Source: an optimization exercise on an open RTL-to-GDS flow (aim: small area). Production flows keep margins and buffers that such runs may drop. In this exercise RTL edits were held to simulation tests only and were not proved equivalent to the original. Power is estimated from default activity; no workload was simulated.

==> inputs of try-maple <==
// icsp_ctrl
module icsp_ctrl (
    input  wire        clk,
    input  wire        rst,           
    input  wire        cmd_valid,
    input  wire [7:0]  cmd_op,
    input  wire [23:0] cmd_arg0,
    input  wire [15:0] cmd_arg1,
    output wire        cmd_ready,
    output reg         done,
    output wire [3:0]  cause,
    output wire [15:0] result,
    output wire [1:0]  session,
    output wire [1:0]  ident,
    output wire [15:0] devid,
    output wire [7:0]  cat_index,
    output wire [23:0] code_size,
    output wire [3:0]  erase_blocks,
    output wire [6:0]  wbuf_words,
    output wire        pgc_o,
    output wire        pgc_oe,
    output reg         pgd_o,      
    output wire        pgd_oe,
    input  wire        pgd_i,
    output wire        mclr_o,
    output wire        mclr_oe
);
    localparam [31:0] MAGIC_KEY = 32'h4D434850;
    localparam [7:0] OP_ENTER      = 8'h01,
                     OP_EXIT       = 8'h02,
                     OP_IDENTIFY   = 8'h03,
                     OP_SEND_CMD   = 8'h10,
                     OP_SEND_WORD  = 8'h11,
                     OP_READ_WORD  = 8'h12,
                     OP_SEND_INSN  = 8'h13,
                     OP_GOTO_ADDR  = 8'h14,
                     OP_GOTO_SHORT = 8'h15,
                     OP_ERASE_BLK  = 8'h22,
                     OP_EE_RD_CELL = 8'h44,
                     OP_EE_WR_CELL = 8'h45;
    localparam [3:0] O_ENTER = 4'd0, O_IDENT = 4'd1, O_CMD = 4'd2, O_WORD = 4'd3,
                     O_READ  = 4'd4, O_INSN  = 4'd5, O_GOTO = 4'd6, O_ERASE = 4'd7,
                     O_EERD  = 4'd8, O_EEWR  = 4'd9;
    localparam [3:0] S_IDLE  = 4'd0,
                     S_EN1   = 4'd1,    
  ...
export LEC_CHECK = 0
export CAP_MARGIN = 0
export CORE_MARGIN = 2
export CORE_UTILIZATION = 40
export CTS_BUF_LIST = sky130_fd_sc_hd__clkbuf_8
export SLEW_MARGIN = 0
create_clock -name core_clock -period 10.0 [get_ports {clk}]
standard.sh (not shown) runs the stock make flow with config.mk's settings and CLKGATE_MAP_FILE= SYNTH_SCRIPT=/design/flow/synth_recipe.tcl, a recipe that flattens the netlist after the stock synthesis.
==> flow/flow/run.sh <==
#!/bin/bash
set -euo pipefail
W=$PWD
export AREA_ABC_SCRIPT=$W/flow/area.abc
export FLOW_SYNTH_TCL=$W/synth_recipe.tcl
export BUFFER_PORTS_ARGS="-buffer_cell sky130_fd_sc_hd__buf_1"
export SKIP_REPAIR_TIE_FANOUT=1
export CTS_ARGS="-sink_clustering_enable -repair_clock_nets -dont_use_dummy_load -buf_list sky130_fd_sc_hd__clkbuf_8"
sed "s#SYNTH_SCRIPT=[^ ]*#SYNTH_SCRIPT=$W/flow/area_synth.tcl#" standard.sh > area_standard.sh
grep -q "SYNTH_SCRIPT=$W/flow/area_synth.tcl" area_standard.sh
bash area_standard.sh > standard_flow.log 2>&1
==> flow/flow/area.abc <==
strash
&get -n
&fraig -x
&put
dc2
dc2
strash
&get -n
&dch -f
&nf -R 1000
&put
strash
dc2
&get -n
&dch -f
&nf -R 1000
&put
==> flow/flow/area_synth.tcl <==
# The standard synthesis script, with only the ABC script of its
# technology-mapping step replaced by flow/area.abc (area-oriented).
proc abc {args} {
  set i [lsearch -exact $args -script]
  if {$i >= 0} {
    set args [lreplace $args $i [expr {$i + 1}] -script $::env(AREA_ABC_SCRIPT)]
  }
  yosys abc {*}$args
}
source $::env(FLOW_SYNTH_TCL)
==> try-pepper (differences from try-maple) <==
==> flow/run.sh (new file) <==
#!/bin/bash
# synth_recipe.tcl (not shown) runs the flow's synth.tcl, then flattens the netlist and writes it again
# the make line also repeats each setting of config.mk as NAME=value (left out here)
make -C /OpenROAD-flow-scripts/flow DESIGN_CONFIG=/design/flow/config.mk WORK_HOME=/design/flow/orfs CLKGATE_MAP_FILE= SYNTH_SCRIPT=/design/flow/synth_recipe.tcl finish
Settings changed: CAP_MARGIN 0 to 20, CTS_BUF_LIST sky130_fd_sc_hd__clkbuf_8 to not set, SLEW_MARGIN 0 to 20.
removed: flow/flow/run.sh
removed: flow/flow/area.abc
removed: flow/flow/area_synth.tcl
removed: flow/standard.sh
==> try-cedar (differences from try-maple) <==
==> flow/flow/run.sh (replaced) <==
#!/bin/bash
set -euo pipefail
export BUFFER_PORTS_ARGS="-buffer_cell sky130_fd_sc_hd__buf_1"
bash standard.sh > standard_flow.log 2>&1
Settings changed: ABC_AREA set to 1, CAP_MARGIN 0 to 20, SLEW_MARGIN 0 to 20.
removed: flow/flow/area.abc
removed: flow/flow/area_synth.tcl
==> notes.md <==
Net switching power of the design: try-maple 0.541 mW; try-pepper 0.477 mW; try-cedar 0.904 mW
Initial Utilization: try-maple 41.2%; try-pepper 41.2%; try-cedar 40.7%
Sequential Power Share: try-maple 40.4%; try-pepper 33.4%; try-cedar 28.1%
Run status: try-maple complete, no violations; try-pepper complete, no violations; try-cedar complete, no violations
Worst IR Drop VDD: try-maple 0.000106 V; try-pepper 0.000103 V; try-cedar 0.0000979 V
FF-to-FF path depth: try-maple 14; try-pepper 9; try-cedar 14
Cell depth of the worst hold path: try-maple 0; try-pepper 0; try-cedar 2
Syn avg cell area: try-maple 7.91 um^2; try-pepper 8.10 um^2; try-cedar 6.61 um^2
Worst path max stage delay: try-maple 0.81 ns; try-pepper 0.79 ns; try-cedar 0.73 ns
Number of standard-cell rows in the floorplan: try-maple 44; try-pepper 48; try-cedar 48
PD cells: try-maple 185 nW/um^2; try-pepper 150 nW/um^2; try-cedar 229 nW/um^2
Total placed instance area: try-maple 6490 um^2; try-pepper 8230 um^2; try-cedar 7490 um^2
Final non-clock buffer share: try-maple 7.66%; try-pepper 14.3%; try-cedar 6.30%
Power Sequential: try-maple 0.494 mW; try-pepper 0.430 mW; try-cedar 0.496 mW
Most common cell after layout, fill and taps aside: try-maple sky130_fd_sc_hd__nor2_1; try-pepper sky130_fd_sc_hd__clkdlybuf4s50_1; try-cedar sky130_fd_sc_hd__nand2_1
Width of the die: try-maple 127 um; try-pepper 138 um; try-cedar 136 um
Final nets: try-maple 929; try-pepper 1017; try-cedar 1226
Fraction of area in clock buffers and inverters: try-maple 1.87%; try-pepper 3.83%; try-cedar 2.65%
CP Launch Point: try-maple cnt[2]$_DFF_P_; try-pepper step[1]$_SDFFCE_PN0P_; try-cedar step[0]$_SDFFCE_PN0P_
Worst setup slack before clock tree synthesis: try-maple 3.78 ns; try-pepper 4.42 ns; try-cedar 4.94 ns

==> afterwards: timing with drivers on the ports <==
The results above use ideal ports. As a check the final layouts listed here were re-extracted and re-timed, cells and wires unchanged.
Step 1, drivers: a clkbuf_16 drives clk and a buf_2 each remaining input, both assumed.
Step 2 also shifts input and output timing later by t, the mid clock arrival at the registers, as if the neighbouring blocks saw the same clock.
Three values: ideal ports, drivers, drivers and shift; two values: the first two.
run | t, ns | slack for setup (ns) | hold WS [ns] | latest minus earliest clock arrival (ns)
try-maple | 0.400 | 3.351 / 3.312 / 3.712 | 0.490 / 0.490 / 0.490 | 0.027 / 0.026
try-pepper | 0.389 | 3.967 / 3.921 / 4.310 | 0.475 / 0.475 / 0.475 | 0.009 / 0.009
try-cedar | 0.411 | 4.422 / 4.381 / 4.792 | 0.464 / 0.464 / 0.464 | 0.011 / 0.011
After both steps every run listed still meets setup and hold.
